Background: an optimization exercise with open tools, aiming at small area, a short achievable clock period and few clock cycles. Do not read the settings as production practice.
In this exercise RTL edits were held to simulation tests only and were not proved equivalent to the original.
Power is estimated from default activity; no workload was simulated.

==> design/flow/config.mk <==
export PLATFORM = sky130hd
export DESIGN_NAME = cipher_core
export DESIGN_NICKNAME = cipher_core
export VERILOG_FILES = /design/flow/design.v
export SDC_FILE = /design/flow/constraint.sdc
export NUM_CORES = 4
export LEC_CHECK = 0
export CAP_MARGIN = 40
export CORE_MARGIN = 2
export CORE_UTILIZATION = 30
export PLACE_DENSITY = 0.45
export SETUP_SLACK_MARGIN = 3
export SLEW_MARGIN = 40
==> design/flow/design.v <==
module des_ip (
    input  wire [63:0] x,
    output wire [63:0] y
);
    assign y = {x[6], x[14], x[22], x[30], x[38], x[46], x[54], x[62], x[4], x[12], x[20], x[28], x[36], x[44], x[52], x[60], x[2], x[10], x[18], x[26], x[34], x[42], x[50], x[58], x[0], x[8], x[16], x[24], x[32], x[40], x[48], x[56], x[7], x[15], x[23], x[31], x[39], x[47], x[55], x[63], x[5], x[13], x[21], x[29], x[37], x[45], x[53], x[61], x[3], x[11], x[19], x[27], x[35], x[43], x[51], x[59], x[1], x[9], x[17], x[25], x[33], x[41], x[49], x[57]};
endmodule
module des_fp (
    input  wire [63:0] x,
    output wire [63:0] y
);
    assign y = {x[24], x[56], x[16], x[48], x[8], x[40], x[0], x[32], x[25], x[57], x[17], x[49], x[9], x[41], x[1], x[33], x[26], x[58], x[18], x[50], x[10], x[42], x[2], x[34], x[27], x[59], x[19], x[51], x[11], x[43], x[3], x[35], x[28], x[60], x[20], x[52], x[12], x[44], x[4], x[36], x[29], x[61], x[21], x[53], x[13], x[45], x[5], x[37], x[30], x[62], x[22], x[54], x[14], x[46], x[6], x[38], x[31], x[63], x[23], x[55], x[15], x[47], x[7], x[39]};
endmodule
module des_e (
    input  wire [31:0] x,
    output wire [47:0] y
);
    assign y = {x[0], x[31], x[30], x[29], x[28], x[27], x[28], x[27], x[26], x[25], x[24], x[23], x[24], x[23], x[22], x[21], x[20], x[19], x[20], x[19], x[18], x[17], x[16], x[15], x[16], x[15], x[14], x[13], x[12], x[11], x[12], x[11], x[10], x[9], x[8], x[7], x[8], x[7], x[6], x[5], x[4], x[3], x[4], x[3], x[2], x[1], x[0], x[31]};
endmodule
module des_p (
    input  wire [31:0] x,
    output wire [31:0] y
);
    assign y = {x[16], x[25], x[12], x[11], x[3], x[20], x[4], x[15], x[31], x[17], x[9], x[6], x[27], x[14], x[1], x[22], x[30], x[24], x[8], x[18], x[0], x[5], x[29], x[23], x[13], x[19], x[2], x[26], x[10], x[21], x[28], x[7]};
endmodule
module des_pc1 (
    input  wire [63:0] x,
    output wire [55:0] y
);
    assign y = {x[7], x[15], x[23], x[31], x[39], x[47], x[55], x[63], x[6], x[14], x[22], x[30], x[38], x[46], x[54], x[62], x[5], x[13], x[21], x[29], x[37], x[45], x[53], x[61], x[4], x[12], x[20], x[28], x[1], x[9], x[17], x[25], x[33], x[41], x[49], x[57], x[2], x[10], x[18], x[26], x[34], x[42], x[50], x[58], x[3], x[11], x[19], x[27], x[35], x[43], x[51], x[59], x[36], x[44], x[52], x[60]};
endmodule
module des_pc2 (
    input  wire [55:0] x,
    output wire [47:0] y
);
    assign y = {x[42], x[39], x[45], x[32], x[55], x[51], x[53], x[28], x[41], x[50], x[35], x[46], x[33], x[37], x[44], x[52], x[30], x[48], x[40], x[49], x[29], x[36], x[43], x[54], x[15], x[4], x[25], x[19], x[9], x[1], x[26], x[16], x[5], x[11], x[23], x[8], x[12], x[7], x[17], x[0], x[22], x[3], x[10], x[14], x[6], x[20], x[27], x[24]};
endmodule
module des_sbox (
    input  wire [2:0] sel,
    input  wire [5:0] x,
    output reg  [3:0] y
);
    wire [1:0] row = {x[5], x[0]};
    wire [3:0] col = x[4:1];
    always @(*) begin
        case ({sel, row, col})
            9'd0: y = 4'd14;
            9'd1: y = 4'd4;
            9'd2: y = 4'd13;
            9'd3: y = 4'd1;
            9'd4: y = 4'd2;
            9'd5: y = 4'd15;
            9'd6: y = 4'd11;
            9'd7: y = 4'd8;
            9'd8: y = 4'd3;
            9'd9: y = 4'd10;
            9'd10: y = 4'd6;
            9'd11: y = 4'd12;
            9'd12: y = 4'd5;
            9'd13: y = 4'd9;
            9'd14: y = 4'd0;
            9'd15: y = 4'd7;
            9'd16: y = 4'd0;
            9'd17: y = 4'd15;
            9'd18: y = 4'd7;
            9'd19: y = 4'd4;
            9'd20: y = 4'd14;
            9'd21: y = 4'd2;
            9'd22: y = 4'd13;
            9'd23: y = 4'd1;
            9'd24: y = 4'd10;
            9'd25: y = 4'd6;
            9'd26: y = 4'd12;
            9'd27: y = 4'd11;
            9'd28: y = 4'd9;
            9'd29: y = 4'd5;
            9'd30: y = 4'd3;
            9'd31: y = 4'd8;
            9'd32: y = 4'd4;
            9'd33: y = 4'd1;
            9'd34: y = 4'd14;
            9'd35: y = 4'd8;
            9'd36: y = 4'd13;
            9'd37: y = 4'd6;
            9'd38: y = 4'd2;
            9'd39: y = 4'd11;
            9'd40: y = 4'd15;
            9'd41: y = 4'd12;
            9'd42: y = 4'd9;
            9'd43: y = 4'd7;
            9'd44: y = 4'd3;
            9'd45: y = 4'd10;
            9'd46: y = 4'd5;
            9'd47: y = 4'd0;
            9'd48: y = 4'd15;
            9'd49: y = 4'd12;
            9'd50: y = 4'd8;
            9'd51: y = 4'd2;
            9'd52: y = 4'd4;
            9'd53: y = 4'd9;
            9'd54: y = 4'd1;
            9'd55: y = 4'd7;
            9'd56: y = 4'd5;
            9'd57: y = 4'd11;
            9'd58: y = 4'd3;
            9'd59: y = 4'd14;
            9'd60: y = 4'd10;
            9'd61: y = 4'd0;
            9'd62: y = 4'd6;
            9'd63: y = 4'd13;
            9'd64: y = 4'd15;
            9'd65: y = 4'd1;
            9'd66: y = 4'd8;
            9'd67: y = 4'd14;
            9'd68: y = 4'd6;
            9'd69: y = 4'd11;
            9'd70: y = 4'd3;
            9'd71: y = 4'd4;
            9'd72: y = 4'd9;
            9'd73: y = 4'd7;
            9'd74: y = 4'd2;
            9'd75: y = 4'd13;
            9'd76: y = 4'd12;
            9'd77: y = 4'd0;
            9'd78: y = 4'd5;
            9'd79: y = 4'd10;
            9'd80: y = 4'd3;
            9'd81: y = 4'd13;
            9'd82: y = 4'd4;
            9'd83: y = 4'd7;
            9'd84: y = 4'd15;
            9'd85: y = 4'd2;
            9'd86: y = 4'd8;
            9'd87: y = 4'd14;
            9'd88: y = 4'd12;
            9'd89: y = 4'd0;
            9'd90: y = 4'd1;
            9'd91: y = 4'd10;
            9'd92: y = 4'd6;
            9'd93: y = 4'd9;
            9'd94: y = 4'd11;
            9'd95: y = 4'd5;
            9'd96: y = 4'd0;
            9'd97: y = 4'd14;
            9'd98: y = 4'd7;
            9'd99: y = 4'd11;
            9'd100: y = 4'd10;
            9'd101: y = 4'd4;
            9'd102: y = 4'd13;
            9'd103: y = 4'd1;
            9'd104: y = 4'd5;
            9'd105: y = 4'd8;
            9'd106: y = 4'd12;
            9'd107: y = 4'd6;
            9'd108: y = 4'd9;
            9'd109: y = 4'd3;
            9'd110: y = 4'd2;
            9'd111: y = 4'd15;
            9'd112: y = 4'd13;
            9'd113: y = 4'd8;
            9'd114: y = 4'd10;
            9'd115: y = 4'd1;
            9'd116: y = 4'd3;
            9'd117: y = 4'd15;
            9'd118: y = 4'd4;
            9'd119: y = 4'd2;
            9'd120: y = 4'd11;
            9'd121: y = 4'd6;
            9'd122: y = 4'd7;
            9'd123: y = 4'd12;
            9'd124: y = 4'd0;
            9'd125: y = 4'd5;
            9'd126: y = 4'd14;
            9'd127: y = 4'd9;
            9'd128: y = 4'd10;
            9'd129: y = 4'd0;
            9'd130: y = 4'd9;
            9'd131: y = 4'd14;
            9'd132: y = 4'd6;
            9'd133: y = 4'd3;
            9'd134: y = 4'd15;
            9'd135: y = 4'd5;
            9'd136: y = 4'd1;
            9'd137: y = 4'd13;
            9'd138: y = 4'd12;
            9'd139: y = 4'd7;
            9'd140: y = 4'd11;
            9'd141: y = 4'd4;
            9'd142: y = 4'd2;
            9'd143: y = 4'd8;
            9'd144: y = 4'd13;
            9'd145: y = 4'd7;
            9'd146: y = 4'd0;
            9'd147: y = 4'd9;
            9'd148: y = 4'd3;
            9'd149: y = 4'd4;
            9'd150: y = 4'd6;
            9'd151: y = 4'd10;
            9'd152: y = 4'd2;
            9'd153: y = 4'd8;
            9'd154: y = 4'd5;
            9'd155: y = 4'd14;
            9'd156: y = 4'd12;
            9'd157: y = 4'd11;
            9'd158: y = 4'd15;
            9'd159: y = 4'd1;
            9'd160: y = 4'd13;
            9'd161: y = 4'd6;
            9'd162: y = 4'd4;
            9'd163: y = 4'd9;
            9'd164: y = 4'd8;
            9'd165: y = 4'd15;
            9'd166: y = 4'd3;
            9'd167: y = 4'd0;
            9'd168: y = 4'd11;
            9'd169: y = 4'd1;
            9'd170: y = 4'd2;
            9'd171: y = 4'd12;
            9'd172: y = 4'd5;
            9'd173: y = 4'd10;
            9'd174: y = 4'd14;
            9'd175: y = 4'd7;
            9'd176: y = 4'd1;
            9'd177: y = 4'd10;
            9'd178: y = 4'd13;
            9'd179: y = 4'd0;
            9'd180: y = 4'd6;
            9'd181: y = 4'd9;
            9'd182: y = 4'd8;
            9'd183: y = 4'd7;
            9'd184: y = 4'd4;
            9'd185: y = 4'd15;
            9'd186: y = 4'd14;
            9'd187: y = 4'd3;
            9'd188: y = 4'd11;
            9'd189: y = 4'd5;
            9'd190: y = 4'd2;
            9'd191: y = 4'd12;
            9'd192: y = 4'd7;
            9'd193: y = 4'd13;
            9'd194: y = 4'd14;
            9'd195: y = 4'd3;
            9'd196: y = 4'd0;
            9'd197: y = 4'd6;
            9'd198: y = 4'd9;
            9'd199: y = 4'd10;
            9'd200: y = 4'd1;
            9'd201: y = 4'd2;
            9'd202: y = 4'd8;
            9'd203: y = 4'd5;
            9'd204: y = 4'd11;
            9'd205: y = 4'd12;
            9'd206: y = 4'd4;
            9'd207: y = 4'd15;
            9'd208: y = 4'd13;
            9'd209: y = 4'd8;
            9'd210: y = 4'd11;
            9'd211: y = 4'd5;
            9'd212: y = 4'd6;
            9'd213: y = 4'd15;
            9'd214: y = 4'd0;
            9'd215: y = 4'd3;
            9'd216: y = 4'd4;
            9'd217: y = 4'd7;
            9'd218: y = 4'd2;
            9'd219: y = 4'd12;
            9'd220: y = 4'd1;
            9'd221: y = 4'd10;
            9'd222: y = 4'd14;
            9'd223: y = 4'd9;
            9'd224: y = 4'd10;
            9'd225: y = 4'd6;
            9'd226: y = 4'd9;
            9'd227: y = 4'd0;
            9'd228: y = 4'd12;
            9'd229: y = 4'd11;
            9'd230: y = 4'd7;
            9'd231: y = 4'd13;
            9'd232: y = 4'd15;
            9'd233: y = 4'd1;
            9'd234: y = 4'd3;
            9'd235: y = 4'd14;
            9'd236: y = 4'd5;
            9'd237: y = 4'd2;
            9'd238: y = 4'd8;
            9'd239: y = 4'd4;
            9'd240: y = 4'd3;
            9'd241: y = 4'd15;
            9'd242: y = 4'd0;
            9'd243: y = 4'd6;
            9'd244: y = 4'd10;
            9'd245: y = 4'd1;
            9'd246: y = 4'd13;
            9'd247: y = 4'd8;
            9'd248: y = 4'd9;
            9'd249: y = 4'd4;
            9'd250: y = 4'd5;
            9'd251: y = 4'd11;
            9'd252: y = 4'd12;
            9'd253: y = 4'd7;
            9'd254: y = 4'd2;
            9'd255: y = 4'd14;
            9'd256: y = 4'd2;
            9'd257: y = 4'd12;
            9'd258: y = 4'd4;
            9'd259: y = 4'd1;
            9'd260: y = 4'd7;
            9'd261: y = 4'd10;
            9'd262: y = 4'd11;
            9'd263: y = 4'd6;
            9'd264: y = 4'd8;
            9'd265: y = 4'd5;
            9'd266: y = 4'd3;
            9'd267: y = 4'd15;
            9'd268: y = 4'd13;
            9'd269: y = 4'd0;
            9'd270: y = 4'd14;
            9'd271: y = 4'd9;
            9'd272: y = 4'd14;
            9'd273: y = 4'd11;
            9'd274: y = 4'd2;
            9'd275: y = 4'd12;
            9'd276: y = 4'd4;
            9'd277: y = 4'd7;
            9'd278: y = 4'd13;
            9'd279: y = 4'd1;
            9'd280: y = 4'd5;
            9'd281: y = 4'd0;
            9'd282: y = 4'd15;
            9'd283: y = 4'd10;
            9'd284: y = 4'd3;
            9'd285: y = 4'd9;
            9'd286: y = 4'd8;
            9'd287: y = 4'd6;
            9'd288: y = 4'd4;
            9'd289: y = 4'd2;
            9'd290: y = 4'd1;
            9'd291: y = 4'd11;
            9'd292: y = 4'd10;
            9'd293: y = 4'd13;
            9'd294: y = 4'd7;
            9'd295: y = 4'd8;
            9'd296: y = 4'd15;
            9'd297: y = 4'd9;
            9'd298: y = 4'd12;
            9'd299: y = 4'd5;
            9'd300: y = 4'd6;
            9'd301: y = 4'd3;
            9'd302: y = 4'd0;
            9'd303: y = 4'd14;
            9'd304: y = 4'd11;
            9'd305: y = 4'd8;
            9'd306: y = 4'd12;
            9'd307: y = 4'd7;
            9'd308: y = 4'd1;
            9'd309: y = 4'd14;
            9'd310: y = 4'd2;
            9'd311: y = 4'd13;
            9'd312: y = 4'd6;
            9'd313: y = 4'd15;
            9'd314: y = 4'd0;
            9'd315: y = 4'd9;
            9'd316: y = 4'd10;
            9'd317: y = 4'd4;
            9'd318: y = 4'd5;
            9'd319: y = 4'd3;
            9'd320: y = 4'd12;
            9'd321: y = 4'd1;
            9'd322: y = 4'd10;
            9'd323: y = 4'd15;
            9'd324: y = 4'd9;
            9'd325: y = 4'd2;
            9'd326: y = 4'd6;
            9'd327: y = 4'd8;
            9'd328: y = 4'd0;
            9'd329: y = 4'd13;
            9'd330: y = 4'd3;
            9'd331: y = 4'd4;
            9'd332: y = 4'd14;
            9'd333: y = 4'd7;
            9'd334: y = 4'd5;
            9'd335: y = 4'd11;
            9'd336: y = 4'd10;
            9'd337: y = 4'd15;
            9'd338: y = 4'd4;
            9'd339: y = 4'd2;
            9'd340: y = 4'd7;
            9'd341: y = 4'd12;
            9'd342: y = 4'd9;
            9'd343: y = 4'd5;
            9'd344: y = 4'd6;
            9'd345: y = 4'd1;
            9'd346: y = 4'd13;
            9'd347: y = 4'd14;
            9'd348: y = 4'd0;
            9'd349: y = 4'd11;
            9'd350: y = 4'd3;
            9'd351: y = 4'd8;
            9'd352: y = 4'd9;
            9'd353: y = 4'd14;
            9'd354: y = 4'd15;
            9'd355: y = 4'd5;
            9'd356: y = 4'd2;
            9'd357: y = 4'd8;
            9'd358: y = 4'd12;
            9'd359: y = 4'd3;
            9'd360: y = 4'd7;
            9'd361: y = 4'd0;
            9'd362: y = 4'd4;
            9'd363: y = 4'd10;
            9'd364: y = 4'd1;
            9'd365: y = 4'd13;
            9'd366: y = 4'd11;
            9'd367: y = 4'd6;
            9'd368: y = 4'd4;
            9'd369: y = 4'd3;
            9'd370: y = 4'd2;
            9'd371: y = 4'd12;
            9'd372: y = 4'd9;
            9'd373: y = 4'd5;
            9'd374: y = 4'd15;
            9'd375: y = 4'd10;
            9'd376: y = 4'd11;
            9'd377: y = 4'd14;
            9'd378: y = 4'd1;
            9'd379: y = 4'd7;
            9'd380: y = 4'd6;
            9'd381: y = 4'd0;
            9'd382: y = 4'd8;
            9'd383: y = 4'd13;
            9'd384: y = 4'd4;
            9'd385: y = 4'd11;
            9'd386: y = 4'd2;
            9'd387: y = 4'd14;
            9'd388: y = 4'd15;
            9'd389: y = 4'd0;
            9'd390: y = 4'd8;
            9'd391: y = 4'd13;
            9'd392: y = 4'd3;
            9'd393: y = 4'd12;
            9'd394: y = 4'd9;
            9'd395: y = 4'd7;
            9'd396: y = 4'd5;
            9'd397: y = 4'd10;
            9'd398: y = 4'd6;
            9'd399: y = 4'd1;
            9'd400: y = 4'd13;
            9'd401: y = 4'd0;
            9'd402: y = 4'd11;
            9'd403: y = 4'd7;
            9'd404: y = 4'd4;
            9'd405: y = 4'd9;
            9'd406: y = 4'd1;
            9'd407: y = 4'd10;
            9'd408: y = 4'd14;
            9'd409: y = 4'd3;
            9'd410: y = 4'd5;
            9'd411: y = 4'd12;
            9'd412: y = 4'd2;
            9'd413: y = 4'd15;
            9'd414: y = 4'd8;
            9'd415: y = 4'd6;
            9'd416: y = 4'd1;
            9'd417: y = 4'd4;
            9'd418: y = 4'd11;
            9'd419: y = 4'd13;
            9'd420: y = 4'd12;
            9'd421: y = 4'd3;
            9'd422: y = 4'd7;
            9'd423: y = 4'd14;
            9'd424: y = 4'd10;
            9'd425: y = 4'd15;
            9'd426: y = 4'd6;
            9'd427: y = 4'd8;
            9'd428: y = 4'd0;
            9'd429: y = 4'd5;
            9'd430: y = 4'd9;
            9'd431: y = 4'd2;
            9'd432: y = 4'd6;
            9'd433: y = 4'd11;
            9'd434: y = 4'd13;
            9'd435: y = 4'd8;
            9'd436: y = 4'd1;
            9'd437: y = 4'd4;
            9'd438: y = 4'd10;
            9'd439: y = 4'd7;
            9'd440: y = 4'd9;
            9'd441: y = 4'd5;
            9'd442: y = 4'd0;
            9'd443: y = 4'd15;
            9'd444: y = 4'd14;
            9'd445: y = 4'd2;
            9'd446: y = 4'd3;
            9'd447: y = 4'd12;
            9'd448: y = 4'd13;
            9'd449: y = 4'd2;
            9'd450: y = 4'd8;
            9'd451: y = 4'd4;
            9'd452: y = 4'd6;
            9'd453: y = 4'd15;
            9'd454: y = 4'd11;
            9'd455: y = 4'd1;
            9'd456: y = 4'd10;
            9'd457: y = 4'd9;
            9'd458: y = 4'd3;
            9'd459: y = 4'd14;
            9'd460: y = 4'd5;
            9'd461: y = 4'd0;
            9'd462: y = 4'd12;
            9'd463: y = 4'd7;
            9'd464: y = 4'd1;
            9'd465: y = 4'd15;
            9'd466: y = 4'd13;
            9'd467: y = 4'd8;
            9'd468: y = 4'd10;
            9'd469: y = 4'd3;
            9'd470: y = 4'd7;
            9'd471: y = 4'd4;
            9'd472: y = 4'd12;
            9'd473: y = 4'd5;
            9'd474: y = 4'd6;
            9'd475: y = 4'd11;
            9'd476: y = 4'd0;
            9'd477: y = 4'd14;
            9'd478: y = 4'd9;
            9'd479: y = 4'd2;
            9'd480: y = 4'd7;
            9'd481: y = 4'd11;
            9'd482: y = 4'd4;
            9'd483: y = 4'd1;
            9'd484: y = 4'd9;
            9'd485: y = 4'd12;
            9'd486: y = 4'd14;
            9'd487: y = 4'd2;
            9'd488: y = 4'd0;
            9'd489: y = 4'd6;
            9'd490: y = 4'd10;
            9'd491: y = 4'd13;
            9'd492: y = 4'd15;
            9'd493: y = 4'd3;
            9'd494: y = 4'd5;
            9'd495: y = 4'd8;
            9'd496: y = 4'd2;
            9'd497: y = 4'd1;
            9'd498: y = 4'd14;
            9'd499: y = 4'd7;
            9'd500: y = 4'd4;
            9'd501: y = 4'd10;
            9'd502: y = 4'd8;
            9'd503: y = 4'd13;
            9'd504: y = 4'd15;
            9'd505: y = 4'd12;
            9'd506: y = 4'd9;
            9'd507: y = 4'd0;
            9'd508: y = 4'd3;
            9'd509: y = 4'd5;
            9'd510: y = 4'd6;
            9'd511: y = 4'd11;
            default: y = 4'd0;
        endcase
    end
endmodule
module gf16_mul (
    input  wire [3:0] a,
    input  wire [3:0] b,
    output wire [3:0] y
);
    wire [6:0] p;
    assign p[0] = a[0] & b[0];
    assign p[1] = (a[1] & b[0]) ^ (a[0] & b[1]);
    assign p[2] = (a[2] & b[0]) ^ (a[1] & b[1]) ^ (a[0] & b[2]);
    assign p[3] = (a[3] & b[0]) ^ (a[2] & b[1]) ^ (a[1] & b[2]) ^ (a[0] & b[3]);
    assign p[4] = (a[3] & b[1]) ^ (a[2] & b[2]) ^ (a[1] & b[3]);
    assign p[5] = (a[3] & b[2]) ^ (a[2] & b[3]);
    assign p[6] = a[3] & b[3];
    assign y = {p[3] ^ p[6], p[2] ^ p[6] ^ p[5], p[1] ^ p[5] ^ p[4], p[0] ^ p[4]};
endmodule
module gf16_inv (
    input  wire [3:0] x,
    output reg  [3:0] y
);
    always @(*) begin
        case (x)
            4'd0: y = 4'd0;
            4'd1: y = 4'd1;
            4'd2: y = 4'd9;
            4'd3: y = 4'd14;
            4'd4: y = 4'd13;
            4'd5: y = 4'd11;
            4'd6: y = 4'd7;
            4'd7: y = 4'd6;
            4'd8: y = 4'd15;
            4'd9: y = 4'd2;
            4'd10: y = 4'd12;
            4'd11: y = 4'd5;
            4'd12: y = 4'd10;
            4'd13: y = 4'd4;
            4'd14: y = 4'd3;
            4'd15: y = 4'd8;
            default: y = 4'd0;
        endcase
    end
endmodule
module aes_sbox_shared (
    input  wire       dec,
    input  wire [7:0] x,
    output wire [7:0] y
);
    wire [7:0] ue, ud, u, v, ye, yd;
    assign ue[0] = x[0] ^ x[5] ^ x[7];
    assign ue[1] = x[2];
    assign ue[2] = x[2] ^ x[3] ^ x[4] ^ x[5] ^ x[6] ^ x[7];
    assign ue[3] = x[3] ^ x[4];
    assign ue[4] = x[4] ^ x[5] ^ x[6];
    assign ue[5] = x[1] ^ x[4] ^ x[6] ^ x[7];
    assign ue[6] = x[2] ^ x[3] ^ x[5] ^ x[7];
    assign ue[7] = x[5] ^ x[7];
    assign ud[0] = ~(x[1] ^ x[5] ^ x[6]);
    assign ud[1] = ~(x[1] ^ x[4] ^ x[7]);
    assign ud[2] = ~(x[1] ^ x[4]);
    assign ud[3] = x[0] ^ x[1] ^ x[2] ^ x[3] ^ x[5] ^ x[6];
    assign ud[4] = x[0] ^ x[1] ^ x[2] ^ x[4] ^ x[5] ^ x[6] ^ x[7];
    assign ud[5] = x[3] ^ x[4] ^ x[5] ^ x[6];
    assign ud[6] = ~(x[0] ^ x[4] ^ x[5] ^ x[6]);
    assign ud[7] = x[1] ^ x[2] ^ x[6] ^ x[7];
    assign u = dec ? ud : ue;
    aes_tinv u_inv (.m(u), .y(v));
    assign ye[0] = ~(v[0] ^ v[2] ^ v[6]);
    assign ye[1] = ~(v[0] ^ v[1] ^ v[2] ^ v[3] ^ v[4] ^ v[5]);
    assign ye[2] = v[0] ^ v[3] ^ v[5] ^ v[6];
    assign ye[3] = v[0] ^ v[2] ^ v[5];
    assign ye[4] = v[0] ^ v[1] ^ v[3] ^ v[4] ^ v[5];
    assign ye[5] = ~(v[1] ^ v[2] ^ v[3] ^ v[5] ^ v[6] ^ v[7]);
    assign ye[6] = ~(v[4] ^ v[6] ^ v[7]);
    assign ye[7] = v[1] ^ v[2];
    assign yd[0] = v[0] ^ v[7];
    assign yd[1] = v[4] ^ v[5] ^ v[7];
    assign yd[2] = v[1];
    assign yd[3] = v[1] ^ v[6] ^ v[7];
    assign yd[4] = v[1] ^ v[3] ^ v[6] ^ v[7];
    assign yd[5] = v[2] ^ v[4] ^ v[6];
    assign yd[6] = v[1] ^ v[2] ^ v[3] ^ v[7];
    assign yd[7] = v[2] ^ v[4] ^ v[6] ^ v[7];
    assign y = dec ? yd : ye;
endmodule
module aes_sbox_fwd (
    input  wire [7:0] x,
    output wire [7:0] y
);
    wire [7:0] u, v;
    assign u[0] = x[0] ^ x[5] ^ x[7];
    assign u[1] = x[2];
    assign u[2] = x[2] ^ x[3] ^ x[4] ^ x[5] ^ x[6] ^ x[7];
    assign u[3] = x[3] ^ x[4];
    assign u[4] = x[4] ^ x[5] ^ x[6];
    assign u[5] = x[1] ^ x[4] ^ x[6] ^ x[7];
    assign u[6] = x[2] ^ x[3] ^ x[5] ^ x[7];
    assign u[7] = x[5] ^ x[7];
    aes_tinv u_inv (.m(u), .y(v));
    assign y[0] = ~(v[0] ^ v[2] ^ v[6]);
    assign y[1] = ~(v[0] ^ v[1] ^ v[2] ^ v[3] ^ v[4] ^ v[5]);
    assign y[2] = v[0] ^ v[3] ^ v[5] ^ v[6];
    assign y[3] = v[0] ^ v[2] ^ v[5];
    assign y[4] = v[0] ^ v[1] ^ v[3] ^ v[4] ^ v[5];
    assign y[5] = ~(v[1] ^ v[2] ^ v[3] ^ v[5] ^ v[6] ^ v[7]);
    assign y[6] = ~(v[4] ^ v[6] ^ v[7]);
    assign y[7] = v[1] ^ v[2];
endmodule
module aes_tinv (
    input  wire [7:0] m,
    output wire [7:0] y
);
    wire [3:0] a = m[7:4];
    wire [3:0] b = m[3:0];
    wire [3:0] ab, d_inv, hi, lo;
    wire [3:0] a2l = {a[0] ^ a[2] ^ a[3], a[1], a[1] ^ a[2] ^ a[3], a[2]};
    wire [3:0] b2  = {b[3], b[1] ^ b[3], b[2], b[0] ^ b[2]};
    gf16_mul u_ab (.a(a), .b(b), .y(ab));
    gf16_inv u_di (.x(a2l ^ ab ^ b2), .y(d_inv));
    gf16_mul u_hi (.a(a), .b(d_inv), .y(hi));
    gf16_mul u_lo (.a(a ^ b), .b(d_inv), .y(lo));
    assign y = {hi, lo};
endmodule
module aes_mixcol (
    input  wire [31:0] a,
    output wire [31:0] y
);
    wire [7:0] a0 = a[31:24], a1 = a[23:16], a2 = a[15:8], a3 = a[7:0];
    wire [7:0] d0 = {a0[6:0], 1'b0} ^ (a0[7] ? 8'h1b : 8'h00);
    wire [7:0] d1 = {a1[6:0], 1'b0} ^ (a1[7] ? 8'h1b : 8'h00);
    wire [7:0] d2 = {a2[6:0], 1'b0} ^ (a2[7] ? 8'h1b : 8'h00);
    wire [7:0] d3 = {a3[6:0], 1'b0} ^ (a3[7] ? 8'h1b : 8'h00);
    assign y[31:24] = d0 ^ d1 ^ a1 ^ a2 ^ a3;
    assign y[23:16] = a0 ^ d1 ^ d2 ^ a2 ^ a3;
    assign y[15:8]  = a0 ^ a1 ^ d2 ^ d3 ^ a3;
    assign y[7:0]   = d0 ^ a0 ^ a1 ^ a2 ^ d3;
endmodule
module aes_imc_pre (
    input  wire [31:0] a,
    output wire [31:0] y
);
    wire [7:0] a0 = a[31:24], a1 = a[23:16], a2 = a[15:8], a3 = a[7:0];
    wire [7:0] e = a0 ^ a2, f = a1 ^ a3;
    wire [7:0] e2 = {e[6:0], 1'b0} ^ (e[7] ? 8'h1b : 8'h00);
    wire [7:0] e4 = {e2[6:0], 1'b0} ^ (e2[7] ? 8'h1b : 8'h00);
    wire [7:0] f2 = {f[6:0], 1'b0} ^ (f[7] ? 8'h1b : 8'h00);
    wire [7:0] f4 = {f2[6:0], 1'b0} ^ (f2[7] ? 8'h1b : 8'h00);
    assign y = {a0 ^ e4, a1 ^ f4, a2 ^ e4, a3 ^ f4};
endmodule
module aes_round (
    input  wire [127:0] st,
    input  wire [127:0] rk,
    input  wire         dec,
    input  wire         last,
    output wire [127:0] y
);
    wire [127:0] sb, sr, isr, sh, shk, pre, mci, mco;
    genvar i, r, c;
    generate
        for (i = 0; i < 16; i = i + 1) begin : g_sub
            aes_sbox_shared u_sbox (.dec(dec), .x(st[127-8*i -: 8]), .y(sb[127-8*i -: 8]));
        end
        for (c = 0; c < 4; c = c + 1) begin : g_col
            for (r = 0; r < 4; r = r + 1) begin : g_row
                assign sr[127-8*(r+4*c) -: 8]  = sb[127-8*(r+4*((c+r)%4)) -: 8];
                assign isr[127-8*(r+4*c) -: 8] = sb[127-8*(r+4*((c+4-r)%4)) -: 8];
            end
            aes_imc_pre u_pre (.a(shk[127-32*c -: 32]), .y(pre[127-32*c -: 32]));
            aes_mixcol  u_mc  (.a(mci[127-32*c -: 32]), .y(mco[127-32*c -: 32]));
        end
    endgenerate
    assign sh  = dec ? isr : sr;
    assign shk = sh ^ rk;
    assign mci = dec ? pre : sh;
    assign y = last ? shk : dec ? mco : (mco ^ rk);
endmodule
module aes_kstep (
    input  wire [255:0] w,
    input  wire [1:0]   variant,    
    input  wire [3:0]   r,
    input  wire         bwd,
    input  wire [7:0]   rc_in,
    output wire [255:0] y,
    output wire [7:0]   rc_out
);
    wire [31:0] w0 = w[255:224], w1 = w[223:192], w2 = w[191:160], w3 = w[159:128];
    wire [31:0] w4 = w[127:96],  w5 = w[95:64],   w6 = w[63:32],   w7 = w[31:0];
    wire nk4 = (variant == 2'd1);
    wire nk6 = (variant == 2'd2);
    wire nk8 = !nk4 && !nk6;
    reg [1:0] r3;                        
    always @(*) begin
        case (r)
            4'd0, 4'd3, 4'd6, 4'd9, 4'd12, 4'd15: r3 = 2'd0;
            4'd1, 4'd4, 4'd7, 4'd10, 4'd13:       r3 = 2'd1;
            default:                              r3 = 2'd2;
        endcase
    end
    reg        use_sub, pos2, rot;
    reg [31:0] sin;
    always @(*) begin
        use_sub = 1'b1; pos2 = 1'b0; rot = 1'b1; sin = w3;
        if (!bwd) begin
            if (nk4) begin
                sin = w3;
            end else if (nk6) begin
                use_sub = (r3 != 2'd2);
                pos2    = (r3 == 2'd1);
                sin     = (r3 == 2'd1) ? (w0 ^ w1 ^ w5) : w5;
            end else begin
                sin = w7;
                rot = !r[0];
            end
        end else begin
            if (nk4) begin
                sin = w3 ^ w2;
            end else if (nk6) begin
                use_sub = (r3 != 2'd0);
                pos2    = (r3 == 2'd2);
                sin     = (r3 == 2'd2) ? w3 : w1;
            end else begin
                sin = w3;
                rot = r[0];
            end
        end
    end
    wire [7:0] rc_x = {rc_in[6:0], 1'b0} ^ (rc_in[7] ? 8'h1b : 8'h00);
    wire [7:0] rc_i = rc_in[0] ? ({1'b1, 7'd0} | ((rc_in ^ 8'h1b) >> 1)) : (rc_in >> 1);
    wire [7:0] rc_use = bwd ? rc_i : rc_in;
    assign rc_out = (use_sub && rot) ? (bwd ? rc_i : rc_x) : rc_in;
    wire [31:0] s_in = rot ? {sin[23:0], sin[31:24]} : sin;
    wire [31:0] s_out;
    genvar b;
    generate
        for (b = 0; b < 4; b = b + 1) begin : g_ks
            aes_sbox_fwd u_s (.x(s_in[31-8*b -: 8]), .y(s_out[31-8*b -: 8]));
        end
    endgenerate
    wire [31:0] t = s_out ^ (rot ? {rc_use, 24'd0} : 32'd0);
    wire inc0 = use_sub && !pos2;                    
    wire inc2 = use_sub;                             
    wire [31:0] fprev = (nk6 && r3 != 2'd0) ? w5 : 32'd0;    
    wire [31:0] c0 = w0;
    wire [31:0] c1 = w0 ^ w1;
    wire [31:0] c2 = c1 ^ w2;
    wire [31:0] c3 = c2 ^ w3;
    wire [31:0] fl0 = c0 ^ fprev;
    wire [31:0] fl1 = c1 ^ fprev;
    wire [31:0] fl2 = pos2 ? w2 : (c2 ^ fprev);
    wire [31:0] fl3 = pos2 ? (w2 ^ w3) : (c3 ^ fprev);
    wire        fi0 = inc0, fi1 = inc0, fi2 = inc2, fi3 = inc2;
    wire [31:0] h0 = nk4 ? w0 : nk6 ? w2 : w4;
    wire [31:0] h1 = nk4 ? w1 : nk6 ? w3 : w5;
    wire [31:0] h2 = nk4 ? w2 : nk6 ? w4 : w6;
    wire [31:0] h3 = nk4 ? w3 : nk6 ? w5 : w7;
    wire [31:0] l0 = nk6 ? w1 : w3;
    wire [31:0] l1 = nk4 ? w0 : nk6 ? w2 : w4;
    wire [31:0] l2 = nk4 ? w1 : nk6 ? w3 : w5;
    wire [31:0] l3 = nk4 ? w2 : nk6 ? w4 : w6;
    wire        bs0 = use_sub && !pos2;
    wire        bs2 = use_sub && pos2;
    wire [31:0] bl0 = bs0 ? h0 : (h0 ^ l0);
    wire [31:0] bl1 = h1 ^ l1;
    wire [31:0] bl2 = bs2 ? h2 : (h2 ^ l2);
    wire [31:0] bl3 = h3 ^ l3;
    reg [31:0] y0, y1, y2, y3, y4, y5, y6, y7;
    reg        i0, i1, i2, i3, i4, i5, i6, i7;
    always @(*) begin
        {i0, i1, i2, i3, i4, i5, i6, i7} = 8'd0;
        if (!bwd) begin
            if (nk4) begin
                {y0, y1, y2, y3, y4, y5, y6, y7} = {fl0, fl1, fl2, fl3, w4, w5, w6, w7};
                {i0, i1, i2, i3} = {fi0, fi1, fi2, fi3};
            end else if (nk6) begin
                {y0, y1, y2, y3, y4, y5, y6, y7} = {w4, w5, fl0, fl1, fl2, fl3, w6, w7};
                {i2, i3, i4, i5} = {fi0, fi1, fi2, fi3};
            end else begin
                {y0, y1, y2, y3, y4, y5, y6, y7} = {w4, w5, w6, w7, fl0, fl1, fl2, fl3};
                {i4, i5, i6, i7} = {fi0, fi1, fi2, fi3};
            end
        end else begin
            {i0, i1, i2, i3} = {bs0, 1'b0, bs2, 1'b0};
            if (nk4)      {y0, y1, y2, y3, y4, y5, y6, y7} = {bl0, bl1, bl2, bl3, w4, w5, w6, w7};
            else if (nk6) {y0, y1, y2, y3, y4, y5, y6, y7} = {bl0, bl1, bl2, bl3, w0, w1, w6, w7};
            else          {y0, y1, y2, y3, y4, y5, y6, y7} = {bl0, bl1, bl2, bl3, w0, w1, w2, w3};
        end
    end
    assign y = {y0 ^ (i0 ? t : 32'd0), y1 ^ (i1 ? t : 32'd0), y2 ^ (i2 ? t : 32'd0), y3 ^ (i3 ? t : 32'd0),
                y4 ^ (i4 ? t : 32'd0), y5 ^ (i5 ? t : 32'd0), y6 ^ (i6 ? t : 32'd0), y7 ^ (i7 ? t : 32'd0)};
endmodule
module des_f (
    input  wire [31:0] r,
    input  wire [47:0] k,
    output wire [31:0] y
);
    wire [47:0] e;
    wire [47:0] x;
    wire [31:0] s;
    des_e u_e (.x(r), .y(e));
    assign x = e ^ k;
    genvar j;
    generate
        for (j = 0; j < 8; j = j + 1) begin : g_s
            des_sbox u_s (.sel(j[2:0]), .x(x[47-6*j -: 6]), .y(s[31-4*j -: 4]));
        end
    endgenerate
    des_p u_p (.x(s), .y(y));
endmodule
module des_round (
    input  wire [63:0] lr,
    input  wire [55:0] cd,
    input  wire        dec,
    input  wire        two,      
    output wire [63:0] lr_o,
    output wire [55:0] cd_o
);
    wire [27:0] c = cd[55:28];
    wire [27:0] d = cd[27:0];
    wire [27:0] cl = two ? {c[25:0], c[27:26]} : {c[26:0], c[27]};
    wire [27:0] dl = two ? {d[25:0], d[27:26]} : {d[26:0], d[27]};
    wire [27:0] cr = two ? {c[1:0], c[27:2]} : {c[0], c[27:1]};
    wire [27:0] dr = two ? {d[1:0], d[27:2]} : {d[0], d[27:1]};
    assign cd_o = dec ? {cr, dr} : {cl, dl};
    wire [47:0] k;
    des_pc2 u_pc2 (.x(cd_o), .y(k));
    wire [31:0] fo;
    des_f u_f (.r(lr[31:0]), .k(k), .y(fo));
    assign lr_o = {lr[31:0], lr[63:32] ^ fo};
endmodule
module cipher_core (
    input  wire        clk,
    input  wire        rst,
    input  wire        bus_valid,
    input  wire        bus_we,
    input  wire [5:0]  bus_addr,
    input  wire [31:0] bus_wdata,
    output wire        bus_ready,
    output reg         rd_valid,
    output reg  [31:0] rd_data
);
    localparam DES_RPC = 2;              
    localparam [3:0] DES_LAST = 16 / DES_RPC - 1;
    localparam [2:0] ERR_OK     = 3'd0;
    localparam [2:0] ERR_CONFIG = 3'd1;
    localparam [2:0] ERR_LENGTH = 3'd2;
    localparam [2:0] ERR_CMD    = 3'd4;
    localparam [1:0] J_ENC = 2'd0;       
    localparam [1:0] J_DEC = 2'd1;       
    localparam [1:0] J_KS  = 2'd2;       
    localparam [1:0] J_KX  = 2'd3;       
    reg  [31:0]  key_w  [0:7];
    reg  [31:0]  din_w  [0:3];
    reg  [31:0]  dout_w [0:3];
    reg  [2:0]   err;
    reg          ctx_valid;
    reg  [1:0]   variant;
    reg          ofb_active;
    reg  [127:0] s_reg;                  
    reg          rdy;
    reg  [1:0]   qn;
    reg          q0_we, q1_we;
    reg  [5:0]   q0_a, q1_a;
    reg  [31:0]  q0_d, q1_d;
    reg  [5:0]   q0_c, q1_c;             
    assign bus_ready = rdy;
    wire [31:0] bw = bus_wdata;
    wire [5:0] bus_c = {(bw & 32'hFFFEFFC0) == 32'h01000000,
                        (bw & 32'hFFFFFFC0) == 32'h02000000,
                        (bw & 32'hFFFFFFC0) == 32'h03000000,
                        (bw & 32'hFFFFFFC0) == 32'h04000000,
                        (bw & 32'hFFFFFFC0) == 32'h05000000,
                        bw == 32'h06000000};
    wire acc   = bus_valid && rdy;
    wire q0_v  = (qn != 2'd0);
    wire q_ex;                           
    wire [1:0] qn_after = qn - {1'b0, q_ex};
    wire [1:0] qn_nx    = qn_after + {1'b0, acc};
    always @(posedge clk) begin
        if (rst) begin
            qn  <= 2'd0;
            rdy <= 1'b1;
        end else begin
            qn  <= qn_nx;
            rdy <= (qn_nx != 2'd2);
        end
    end
    always @(posedge clk) begin
        if (acc && qn_after == 2'd0) begin
            q0_we <= bus_we; q0_a <= bus_addr; q0_d <= bus_wdata; q0_c <= bus_c;
        end else if (q_ex && qn == 2'd2) begin
            q0_we <= q1_we; q0_a <= q1_a; q0_d <= q1_d; q0_c <= q1_c;
        end
        if (acc && qn_after != 2'd0) begin
            q1_we <= bus_we; q1_a <= bus_addr; q1_d <= bus_wdata; q1_c <= bus_c;
        end
    end
    wire h_wr   = q0_v && q0_we;
    wire h_rd   = q0_v && !q0_we;
    wire a_cmd  = (q0_a == 6'h00);
    wire a_stat = (q0_a == 6'h01);
    wire a_key  = (q0_a[5:3] == 3'b001);
    wire a_din  = (q0_a[5:2] == 4'h4);
    wire a_dout = (q0_a[5:2] == 4'h5);
    wire [31:0] c = q0_d;
    wire [5:0]  c_len = c[5:0];
    wire is_keyld = q0_c[5];
    wire is_enc   = q0_c[4];
    wire is_dec   = q0_c[3];
    wire is_ofbiv = q0_c[2];
    wire is_ofbx  = q0_c[1];
    wire is_clear = q0_c[0];
    wire kl_des    = !c[16] && (c_len == 6'd8);
    wire kl_aes128 =  c[16] && (c_len == 6'd16);
    wire kl_aes192 =  c[16] && (c_len == 6'd24);
    wire kl_aes256 =  c[16] && (c_len == 6'd32);
    wire kl_ok     = kl_des || kl_aes128 || kl_aes192 || kl_aes256;
    wire [1:0] kl_variant = kl_aes128 ? 2'd1 : kl_aes192 ? 2'd2 : kl_aes256 ? 2'd3 : 2'd0;
    wire       is_des_ctx = (variant == 2'd0);
    wire [5:0] blk_bytes  = is_des_ctx ? 6'd8 : 6'd16;
    wire [3:0] nr         = (variant == 2'd1) ? 4'd10 : (variant == 2'd2) ? 4'd12 : 4'd14;
    reg [2:0] cmd_err;
    always @(*) begin
        if (is_keyld)
            cmd_err = kl_ok ? ERR_OK : ERR_CONFIG;
        else if (is_enc || is_dec || is_ofbiv)
            cmd_err = !ctx_valid ? ERR_CMD : (c_len != blk_bytes) ? ERR_LENGTH : ERR_OK;
        else if (is_ofbx)
            cmd_err = (!ctx_valid || !ofb_active) ? ERR_CMD :
                      (c_len == 6'd0 || c_len > blk_bytes) ? ERR_LENGTH : ERR_OK;
        else if (is_clear)
            cmd_err = ERR_OK;
        else
            cmd_err = ERR_CMD;
    end
    wire cmd_ok = (cmd_err == ERR_OK);
    reg          busy;
    reg  [1:0]   job;
    reg  [3:0]   cnt;
    reg  [127:0] st;                     
    reg  [255:0] kw;                     
    reg  [63:0]  dlr;                    
    reg  [55:0]  dcd;                    
    reg  [255:0] kx;                     
    reg  [7:0]   rc;                     
    reg          xs;                     
    reg          wv;                     
    reg          ks_valid;               
    wire abortable = (job == J_KS) || (job == J_KX);
    wire dout_pend = busy && !abortable;
    reg  [2:0]   rq_n;
    reg  [1:0]   rq_k [0:3];
    reg          rq_v [0:3];             
    reg  [6:0]   rq_p [0:3];
    reg          dver;                   
    wire rq_head_ok = (rq_n != 3'd0) && ((rq_k[0] != 2'd0) || (rq_v[0] == dver));
    wire [6:0] status_p = {err, variant, ofb_active, ctx_valid};
    function [31:0] status_word(input [6:0] p);
        status_word = {21'd0, p[6:4], 2'd0, p[3:2], 2'd0, p[1], p[0]};
    endfunction
    wire rd_direct_ok = (rq_n == 3'd0) && !(a_dout && dout_pend);
    wire rd_can_q     = (rq_n != 3'd4) && !a_din;
    wire rd_ex        = h_rd && (rd_direct_ok || rd_can_q);
    wire rd_enq       = rd_ex && !rd_direct_ok;
    wire rd_dir       = rd_ex && rd_direct_ok;
    wire e_fin;
    wire eng_free = !busy || e_fin;
    wire aes_dec_ready = is_des_ctx || !xs || wv || e_fin;
    reg  cmd_go;
    always @(*) begin
        cmd_go = 1'b1;
        if (cmd_ok) begin
            if (is_keyld)              cmd_go = !busy || abortable;
            else if (is_enc)           cmd_go = eng_free;
            else if (is_dec)           cmd_go = eng_free && aes_dec_ready;
            else if (is_ofbx)          cmd_go = ks_valid && (rq_n == 3'd0);
            else if (is_clear)         cmd_go = !dout_pend && (rq_n == 3'd0);
        end
    end
    wire cmd_ex = h_wr && a_cmd && cmd_go;
    wire wr_ex  = h_wr && !a_cmd;
    assign q_ex = rd_ex || cmd_ex || wr_ex;
    wire x_keyld = cmd_ex && cmd_ok && is_keyld;
    wire x_enc   = cmd_ex && cmd_ok && is_enc;
    wire x_dec   = cmd_ex && cmd_ok && is_dec;
    wire x_ofbiv = cmd_ex && cmd_ok && is_ofbiv;
    wire x_ofbx  = cmd_ex && cmd_ok && is_ofbx;
    wire x_clear = cmd_ex && cmd_ok && is_clear;
    wire bg_free = !busy && !cmd_ex;
    wire st_ks   = bg_free && ofb_active && !ks_valid;
    wire st_kx   = bg_free && !st_ks && ctx_valid && !is_des_ctx && xs && !wv;
    wire x_ofbx_full = x_ofbx && (c_len == blk_bytes);
    wire x_ofbiv_go  = x_ofbiv && !busy;
    wire start     = x_enc || x_dec || st_ks || st_kx || x_ofbx_full || x_ofbiv_go;
    wire start_dec = x_dec;
    wire [1:0] start_job = x_enc ? J_ENC : x_dec ? J_DEC : st_kx ? J_KX : J_KS;
    wire [127:0] din_blk = {din_w[0], din_w[1], din_w[2], din_w[3]};
    wire [127:0] ks_blk;
    wire [127:0] in_blk  = st_ks ? s_reg : x_ofbx_full ? ks_blk : din_blk;
    wire         idle_dec = h_wr && a_cmd && is_dec && aes_dec_ready;
    wire         kbusy  = busy && !e_last;
    wire         e_dec  = kbusy ? (job == J_DEC) : idle_dec;
    wire [3:0]   e_r    = kbusy ? cnt : (idle_dec ? nr : 4'd0);
    wire [255:0] begin_w = (xs ^ idle_dec) ? kx : kw;
    wire [255:0] ks_in  = kbusy ? kw : begin_w;
    wire [7:0]   rc_beg = !idle_dec ? 8'h01 :
                          (variant == 2'd1) ? 8'h6c : (variant == 2'd2) ? 8'h1b : 8'h80;
    wire [7:0]   ks_rc  = kbusy ? rc : rc_beg;
    wire [255:0] ks_out;
    wire [7:0]   ks_rco;
    aes_kstep u_kstep (
        .w(ks_in), .variant(variant), .r(e_r), .bwd(e_dec), .rc_in(ks_rc),
        .y(ks_out), .rc_out(ks_rco)
    );
    wire aes_last = (job == J_DEC) ? (cnt == 4'd0) : (cnt == nr);
    wire [127:0] aes_out;
    aes_round u_round (
        .st(st), .rk(kw[255:128]), .dec(job == J_DEC), .last(aes_last), .y(aes_out)
    );
    wire [63:0] des_ip_out;
    des_ip u_ip (.x(in_blk[127:64]), .y(des_ip_out));
    wire [55:0] c0d0 = kx[55:0];
    wire [55:0] c1d1 = {c0d0[54:28], c0d0[55], c0d0[26:0], c0d0[27]};
    wire [63:0] dl [0:DES_RPC];
    wire [55:0] dc [0:DES_RPC];
    assign dl[0] = dlr;
    assign dc[0] = dcd;
    genvar gi;
    generate
        for (gi = 0; gi < DES_RPC; gi = gi + 1) begin : g_des
            wire [3:0] rn = cnt * DES_RPC + gi;
            wire two = !((rn == 4'd0) || (rn == 4'd1) || (rn == 4'd8) || (rn == 4'd15));
            des_round u_dr (
                .lr(dl[gi]), .cd(dc[gi]), .dec(job == J_DEC), .two(two),
                .lr_o(dl[gi+1]), .cd_o(dc[gi+1])
            );
        end
    endgenerate
    wire [63:0] des_res;
    des_fp u_fp (.x({dl[DES_RPC][31:0], dl[DES_RPC][63:32]}), .y(des_res));
    wire e_des   = is_des_ctx;
    wire e_last  = e_des ? (cnt == DES_LAST) : aes_last;
    wire e_wdout = (job == J_ENC) || (job == J_DEC);
    wire h_enc_wait = h_wr && a_cmd && cmd_ok && is_enc;
    wire e_abort = ((x_keyld || x_ofbiv || x_clear) || h_enc_wait) && busy && abortable;
    wire e_done  = busy && e_last && !e_abort;
    wire e_hold  = 1'b0;
    assign e_fin = busy && e_last && !e_hold && (job != J_KS);
    wire [127:0] e_res = e_des ? {des_res, 64'd0} : aes_out;
    assign ks_blk = e_des ? {dlr, 64'd0} : st;
    wire [127:0] len_mask = ~({128{1'b1}} >> {c_len, 3'd0});
    wire [127:0] ofb_out  = (ks_blk ^ din_blk) & len_mask;
    wire [55:0] des_pc1_of_key;
    des_pc1 u_pc1 (.x({key_w[0], key_w[1]}), .y(des_pc1_of_key));
    always @(posedge clk) begin
        if (start) begin
            cnt <= e_des ? 4'd0 : (start_dec ? nr - 4'd1 : 4'd1);
            if (e_des) begin
                dlr <= des_ip_out;
                dcd <= start_dec ? c1d1 : c0d0;
            end else begin
                st <= in_blk ^ begin_w[255:128];
                kw <= ks_out;
                rc <= ks_rco;
                if (!(xs ^ idle_dec))
                    kx <= kw;
            end
        end else if (busy && !e_hold) begin
            if (e_des) begin
                dlr <= e_last ? des_res : dl[DES_RPC];
                dcd <= dc[DES_RPC];
                cnt <= cnt + 4'd1;
            end else begin
                if (job != J_KX)
                    st <= aes_out;
                if (!e_last) begin
                    kw <= ks_out;
                    rc <= ks_rco;
                end
                cnt <= (job == J_DEC) ? cnt - 4'd1 : cnt + 4'd1;
            end
        end
        if (x_keyld)
            kx <= kl_des ? {200'd0, des_pc1_of_key} :
                  {key_w[0], key_w[1], key_w[2], key_w[3], key_w[4], key_w[5], key_w[6], key_w[7]};
    end
    integer k;
    always @(posedge clk) begin
        if (rst) begin
            for (k = 0; k < 8; k = k + 1) key_w[k] <= 32'd0;
            for (k = 0; k < 4; k = k + 1) begin
                din_w[k]  <= 32'd0;
                dout_w[k] <= 32'd0;
            end
            err        <= ERR_OK;
            ctx_valid  <= 1'b0;
            variant    <= 2'd0;
            ofb_active <= 1'b0;
            s_reg      <= 128'd0;
            rd_valid   <= 1'b0;
            rd_data    <= 32'd0;
            busy       <= 1'b0;
            job        <= J_ENC;
            xs         <= 1'b1;
            wv         <= 1'b0;
            ks_valid   <= 1'b0;
            rq_n       <= 3'd0;
            dver       <= 1'b0;
        end else begin
            rd_valid <= rq_head_ok || rd_dir;
            if (rq_head_ok) begin
                case (rq_k[0])
                    2'd0:    rd_data <= dout_w[rq_p[0][1:0]];
                    2'd1:    rd_data <= status_word(rq_p[0]);
                    default: rd_data <= 32'd0;
                endcase
            end else if (rd_dir) begin
                if (a_stat)
                    rd_data <= status_word(status_p);
                else if (a_din)
                    rd_data <= din_w[q0_a[1:0]];
                else if (a_dout)
                    rd_data <= dout_w[q0_a[1:0]];
                else
                    rd_data <= 32'd0;
            end
            begin : rq_upd
                reg [2:0] n;
                n = rq_n;
                if (rq_head_ok) begin
                    for (k = 0; k < 3; k = k + 1) begin
                        rq_k[k] <= rq_k[k+1];
                        rq_v[k] <= rq_v[k+1];
                        rq_p[k] <= rq_p[k+1];
                    end
                    n = n - 3'd1;
                end
                if (rd_enq) begin
                    rq_k[n[1:0]] <= a_dout ? 2'd0 : a_stat ? 2'd1 : 2'd2;
                    rq_v[n[1:0]] <= dver ^ dout_pend;
                    rq_p[n[1:0]] <= a_stat ? status_p : {5'd0, q0_a[1:0]};
                    n = n + 3'd1;
                end
                rq_n <= n;
            end
            if (wr_ex && a_key)
                key_w[q0_a[2:0]] <= q0_d;
            if (wr_ex && a_din)
                din_w[q0_a[1:0]] <= q0_d;
            if (cmd_ex)
                err <= cmd_err;
            if (x_keyld) begin
                ctx_valid  <= 1'b1;
                variant    <= kl_variant;
                ofb_active <= 1'b0;
                xs         <= 1'b1;
                wv         <= 1'b0;
                ks_valid   <= 1'b0;
            end
            if (x_ofbiv) begin
                s_reg      <= is_des_ctx ? {din_blk[127:64], 64'd0} : din_blk;
                ofb_active <= 1'b1;
                ks_valid   <= 1'b0;
            end
            if (x_ofbx) begin
                dout_w[0] <= ofb_out[127:96];
                dout_w[1] <= ofb_out[95:64];
                dout_w[2] <= ofb_out[63:32];
                dout_w[3] <= ofb_out[31:0];
                s_reg     <= ks_blk;
                ks_valid  <= 1'b0;
                if (c_len != blk_bytes)
                    ofb_active <= 1'b0;
            end
            if (x_clear) begin
                for (k = 0; k < 8; k = k + 1) key_w[k] <= 32'd0;
                for (k = 0; k < 4; k = k + 1) begin
                    din_w[k]  <= 32'd0;
                    dout_w[k] <= 32'd0;
                end
                ctx_valid  <= 1'b0;
                variant    <= 2'd0;
                ofb_active <= 1'b0;
                s_reg      <= 128'd0;
                ks_valid   <= 1'b0;
            end
            if (e_abort)
                busy <= 1'b0;
            if (e_done) begin
                busy <= 1'b0;
                wv   <= 1'b1;
                if (job == J_KS)
                    ks_valid <= 1'b1;
                if (e_wdout) begin
                    dout_w[0] <= e_res[127:96];
                    dout_w[1] <= e_res[95:64];
                    dout_w[2] <= e_res[63:32];
                    dout_w[3] <= e_res[31:0];
                    dver      <= !dver;
                end
            end
            if (start) begin
                busy <= 1'b1;
                job  <= start_job;
                if (!e_des) begin
                    xs <= !start_dec;
                    wv <= 1'b0;
                end
                if (x_enc || x_dec)
                    ks_valid <= 1'b0;
            end
        end
    end
endmodule
==> design/flow/constraint.sdc <==
create_clock -name core_clock -period 12.0 [get_ports {clk}]
set_input_delay 2.4000 -clock core_clock [delete_from_list [all_inputs] [get_ports {clk}]]
set_output_delay 2.4000 -clock core_clock [all_outputs]
set_load 0.01 [all_outputs]
==> design/flow/run.sh <==
#!/bin/bash
# synth_recipe.tcl (not shown) runs the flow's synth.tcl, then flattens the netlist and writes it again
# the make line also repeats each setting of config.mk as NAME=value (left out here)
make -C /OpenROAD-flow-scripts/flow DESIGN_CONFIG=/design/flow/config.mk WORK_HOME=/design/flow/orfs CLKGATE_MAP_FILE= SYNTH_SCRIPT=/design/flow/synth_recipe.tcl finish
==> impl_metrics.tcl <==
set metrics [dict create \
    post_cts_hold_buffer_count 0 \
    postSynthNetCount 20390 \
    clkLatencyLatePin_ns 0.95 \
    floorplan.die.height_um 762.9 \
    post-route-min-period_ns 9.196 \
    timing.hold.worst.class "flip-flop to flip-flop" \
    maximum_number_of_pins_on_one_net_before_global_route_repair 187 \
    avgSynthCellArea_um2 8.628 \
    area_inside_the_core_boundary_mm2 0.5736 \
    via_per_inst 5.920 \
    reg.largest.list "key_w (256), kw (256), kx (256)" \
    max_slew_margin_pct 26.27 \
    synth-async-reset-ratio_pct 0 \
    largest_family_of_logic_cells_by_synthesized_area "XOR/XNOR gates" \
    synth_cell_type_count 139 \
    clock-root-buffer "sky130_fd_sc_hd__clkbuf_16" \
    slowest_stage "sky130_fd_sc_hd__o211ai_1" \
    synth_edf_count 1286 \
    num_io_pins 76 \
    global_route_wire_length_before_repair_um 1275000 \
    cts_htree_levels 4 \
    critPathMostFrequentCell "sky130_fd_sc_hd__buf_4" \
    drt_first_iter_violations 22120 \
    syn2layout_area_growth_pct 22.06 \
    outcome "finished clean" \
    syn_inst 20030 \
    syn_area_mm2 0.1728 \
    timing.fmax_mhz 108.7 \
    finalClockSkew_ns 0.05974 \
    cts-buffers-inserted 199 \
    floorplan.rows 278 \
    ys_warn_count 6 \
    nets 20870 \
    drt_drc_violations_left 0 \
    drtAntennaViolNets 0 \
    crit_path_max_incr_delay_ns 0.69 \
    start_util_pct 30.12 \
    detailedRoute.firstPassIterationCount 6 \
    die_width_um 762.9 \
    ys_seq_elements 1597 \
    critPathLaunchType "flip-flop" \
    synth_xor_area_share_pct 24.33 \
    totalNegativeSetupSlack_ns 0 \
    wirelength_um 961700 \
    worst_endpoint_data_arrival_time_ns 9.85 \
    global_route.overflow_total 0 \
    fillerInstances 58550 \
    ys_seq_area_share_pct 25.95 \
    detailed_place_hpwl_um 715300 \
    clockBufferDepth 4 \
    grt_antenna_before_repair 116 \
    compound_gate_portion_of_the_synthesized_area_pct 17.26 \
    via_count_of_the_first_global_routing_pass 150100 \
    multiplexer_share_of_the_synthesized_area_pct 9.674 \
    rsz0062_at_grt "yes" \
    vdd.ir_drop.worst_mv 0.9591 \
    cap_viol_max_count 0 \
    critical_path_required_ns 12.65 \
    die-area_mm2 0.5820 \
    post_drt_wl_per_cell_um 33.93 \
    critPathCaptureType "flip-flop" \
    portBuffers 75 \
    final_layout_size_suffix_gt1_share_pct 20.90 \
    finalCoreUtilization_pct 36.77 \
    path_max_fanout 10 \
    min_period_over_period_pct 76.63 \
    tritoncts_clock_tree "built" \
    path_clk_slew_ns 0.06 \
    timing_hold_violations_final 0 \
    synth-adder-area-share_pct 2.349 \
    grtUsageTotal_pct 31.10 \
    post_synth_and_or_nand_nor_area_fraction_pct 16.07 \
    setup_viol 0 \
    cts.repair.resized 759 \
    timing_worst_setup_path_type "flip-flop to flip-flop" \
    pwr_density_cell_mw_per_mm2 243.2 \
    gp_routability_congestion 1.060 \
    ys_dominant_reg_cell "sky130_fd_sc_hd__edfxtp_1" \
    timing_worst_slew_pin_value_ns 1.106 \
    report.final.slew_viol_count 0 \
    clkSinkCount 1597 \
    route.vias.total 167800 \
    cellLeakagePower_nw 80.61 \
    cts_setup_buffers 364 \
]
==> report_power, final <==
group / internal (mW) / switching [mW]
Clock: 3.57 / 2.85
Combinational: 16.5 / 20.1
Sequential: 7.99 / 0.298
Total: 28.1 / 23.2
==> layout by cell type, fill, tap and decap left out, types with 89 or more instances in the layout <==
master	instances
sky130_fd_sc_hd__nand2_1	2539
sky130_fd_sc_hd__xnor2_1	1825
sky130_fd_sc_hd__nor2_1	1543
sky130_fd_sc_hd__a21oi_1	1534
sky130_fd_sc_hd__buf_4	1379
sky130_fd_sc_hd__edfxtp_1	1286
sky130_fd_sc_hd__o21ai_0	1027
sky130_fd_sc_hd__xor2_1	1021
sky130_fd_sc_hd__mux2i_1	730
sky130_fd_sc_hd__and2_1	472
sky130_fd_sc_hd__a211oi_1	410
sky130_fd_sc_hd__xnor2_2	365
sky130_fd_sc_hd__nor3_1	315
sky130_fd_sc_hd__dfxtp_1	306
sky130_fd_sc_hd__ha_1	289
sky130_fd_sc_hd__a31oi_1	282
sky130_fd_sc_hd__nand3_1	245
sky130_fd_sc_hd__inv_1	232
sky130_fd_sc_hd__mux4_2	228
sky130_fd_sc_hd__clkbuf_16	216
sky130_fd_sc_hd__xnor3_1	209
sky130_fd_sc_hd__xor2_2	195
sky130_fd_sc_hd__and3_1	180
sky130_fd_sc_hd__o211ai_1	176
sky130_fd_sc_hd__mux2_2	146
sky130_fd_sc_hd__a22oi_1	144
sky130_fd_sc_hd__nor2b_1	127
sky130_fd_sc_hd__buf_6	122
sky130_fd_sc_hd__mux2i_2	121
sky130_fd_sc_hd__xnor2_4	115
sky130_fd_sc_hd__buf_12	110
sky130_fd_sc_hd__diode_2	105
sky130_fd_sc_hd__xnor3_2	100
sky130_fd_sc_hd__or3_1	98
sky130_fd_sc_hd__nand2b_1	95
sky130_fd_sc_hd__mux2i_4	90
sky130_fd_sc_hd__o22ai_1	89
==> critical path, delay by kind of cell (launching register included) <==
family                     cells  cell delay (ns)
DFF                            1             0.39
AOI/OAI and AO/OA             10             2.24
and+or+nand+nor                6             0.66
adders and majority gates      3             0.56
buffers and inverters         11             1.52
xor gates and xnor gates      10             2.55
muxes                          4             0.95
==> worst paths after layout <==
| kind | start | end | slack [ns] | depth (start not counted) |
|---|---|---|---|---|
| min reg2reg | s_reg[39]$_SDFFE_PP0P_ | s_reg[39]$_SDFFE_PP0P_ | 0.49 | 2 |
| max | variant[1]$_SDFFE_PP0P_ | kw[213]$_DFFE_PP_ | 2.80 | 44 |
| max reg2reg | variant[1]$_SDFFE_PP0P_ | kw[213]$_DFFE_PP_ | 2.80 | 44 |
| min | s_reg[39]$_SDFFE_PP0P_ | s_reg[39]$_SDFFE_PP0P_ | 0.49 | 2 |
==> synthesized netlist by cell type, types with 37 or more instances <==
| cell | instances | area, um^2 |
|---|---|---|
| sky130_fd_sc_hd__a211o_1 | 40 | 350.3 |
| sky130_fd_sc_hd__edfxtp_1 | 1286 | 38620 |
| sky130_fd_sc_hd__nand2_1 | 2632 | 9879 |
| sky130_fd_sc_hd__a21oi_1 | 1624 | 8128 |
| sky130_fd_sc_hd__o21a_1 | 91 | 683.2 |
| sky130_fd_sc_hd__mux2i_1 | 895 | 8959 |
| sky130_fd_sc_hd__o22ai_1 | 96 | 600.6 |
| sky130_fd_sc_hd__o211ai_1 | 176 | 1321 |
| sky130_fd_sc_hd__buf_2 | 206 | 1031 |
| sky130_fd_sc_hd__nor2b_1 | 135 | 844.6 |
| sky130_fd_sc_hd__and3_1 | 188 | 1176 |
| sky130_fd_sc_hd__or3_1 | 106 | 663.1 |
| sky130_fd_sc_hd__o21ai_1 | 68 | 340.3 |
| sky130_fd_sc_hd__clkbuf_1 | 1033 | 3877 |
| sky130_fd_sc_hd__nor3b_1 | 45 | 337.8 |
| sky130_fd_sc_hd__nor2_1 | 1611 | 6047 |
| sky130_fd_sc_hd__xnor2_1 | 2207 | 19330 |
| sky130_fd_sc_hd__nand2b_1 | 106 | 663.1 |
| sky130_fd_sc_hd__xor3_1 | 100 | 2377 |
| sky130_fd_sc_hd__dfxtp_1 | 311 | 6226 |
| sky130_fd_sc_hd__mux4_2 | 228 | 5135 |
| sky130_fd_sc_hd__mux2_2 | 162 | 1824 |
| sky130_fd_sc_hd__xnor3_1 | 298 | 6711 |
| sky130_fd_sc_hd__and2_1 | 495 | 3097 |
| sky130_fd_sc_hd__inv_1 | 255 | 957.2 |
| sky130_fd_sc_hd__buf_1 | 154 | 578.1 |
| sky130_fd_sc_hd__a211oi_1 | 444 | 3333 |
| sky130_fd_sc_hd__buf_4 | 62 | 465.5 |
| sky130_fd_sc_hd__a22oi_1 | 158 | 1186 |
| sky130_fd_sc_hd__a21o_1 | 71 | 533.0 |
| sky130_fd_sc_hd__xnor2_2 | 87 | 1415 |
| sky130_fd_sc_hd__o21ai_0 | 1096 | 5485 |
| sky130_fd_sc_hd__a21boi_0 | 37 | 277.8 |
| sky130_fd_sc_hd__or2_2 | 57 | 356.6 |
| sky130_fd_sc_hd__xor2_1 | 1236 | 10830 |
| sky130_fd_sc_hd__o22a_1 | 38 | 332.8 |
| sky130_fd_sc_hd__ha_1 | 322 | 4029 |
| sky130_fd_sc_hd__buf_6 | 42 | 473.0 |
| sky130_fd_sc_hd__a31oi_1 | 289 | 1808 |
| sky130_fd_sc_hd__nor3_1 | 335 | 1677 |
| sky130_fd_sc_hd__nand3_1 | 259 | 1296 |
==> layer usage <==
metal | up-vias | global-route usage [%] | share of wire, %
met5 | - | 0.03277 | 0.038
met4 | 54 | 21.90 | 8.8
met3 | 2439 | 10.68 | 12
met2 | 10050 | 44.86 | 41
met1 | 83440 | 38.70 | 38
li1 | 71820 | - | -
==> layout make-up <==
class / instances / area, um^2 / share of cell area (%)
multi-input combinational: 16640 / 132100 / 62.62
sequential: 1597 / 44860 / 21.27
timing repair buffer: 1775 / 16590 / 7.868
tap: 7560 / 9459 / 4.485
clock buffer: 265 / 5421 / 2.571
inverter: 294 / 1159 / 0.5493
clock inverter: 104 / 1091 / 0.5173
antenna: 105 / 262.8 / 0.1246
==> per-stage QoR <==
| stage | hold WS, ns | std cells | worst slack, ns | area (um^2) | total power, mW |
|---|---|---|---|---|---|
| global placement | 0.4668 | 26870 | 0.2240 | 184000 | 34.70 |
| global route | 0.5119 | 28240 | 2.639 | 210700 | 52.71 |
| finish | 0.4886 | 28340 | 2.804 | 210900 | 51.28 |
| CTS | 0.4916 | 27670 | 2.904 | 200300 | 43.57 |
| floorplan | 0.4499 | 20030 | 1.027 | 173900 | 25.25 |
| detailed placement | 0.4753 | 26920 | 0.1974 | 185900 | 34.90 |
Testbench counts, summed over its fixed seeds: cycles 16,960.

-- afterwards: timing with drivers on the ports --
The flow's constraints put no driver on any port. The routed layout listed below was extracted and timed again, unchanged, in two steps. Step 1: set_driving_cell puts a clkbuf_16 on clk and a buf_2 on each other input, an assumption about the parent block. Step 2 times the ports against the registers' clock, not the clock port: input delays grow and output delays shrink by t, the midpoint of the rising clock arrivals with the driver on. a / b / c = no drivers / after step 1 / after step 2; a / b = the first two.
shift t [ns]: 1.026
setup WS [ns]: 2.804 / 2.804 / 2.804
worst setup path at the end: register to register
clock arrival spread, ns: 0.067 / 0.067
After both steps setup and hold are still met in this run. The setup slack of this run moves by 0.000 ns with the drivers and by 0.000 ns with both steps.
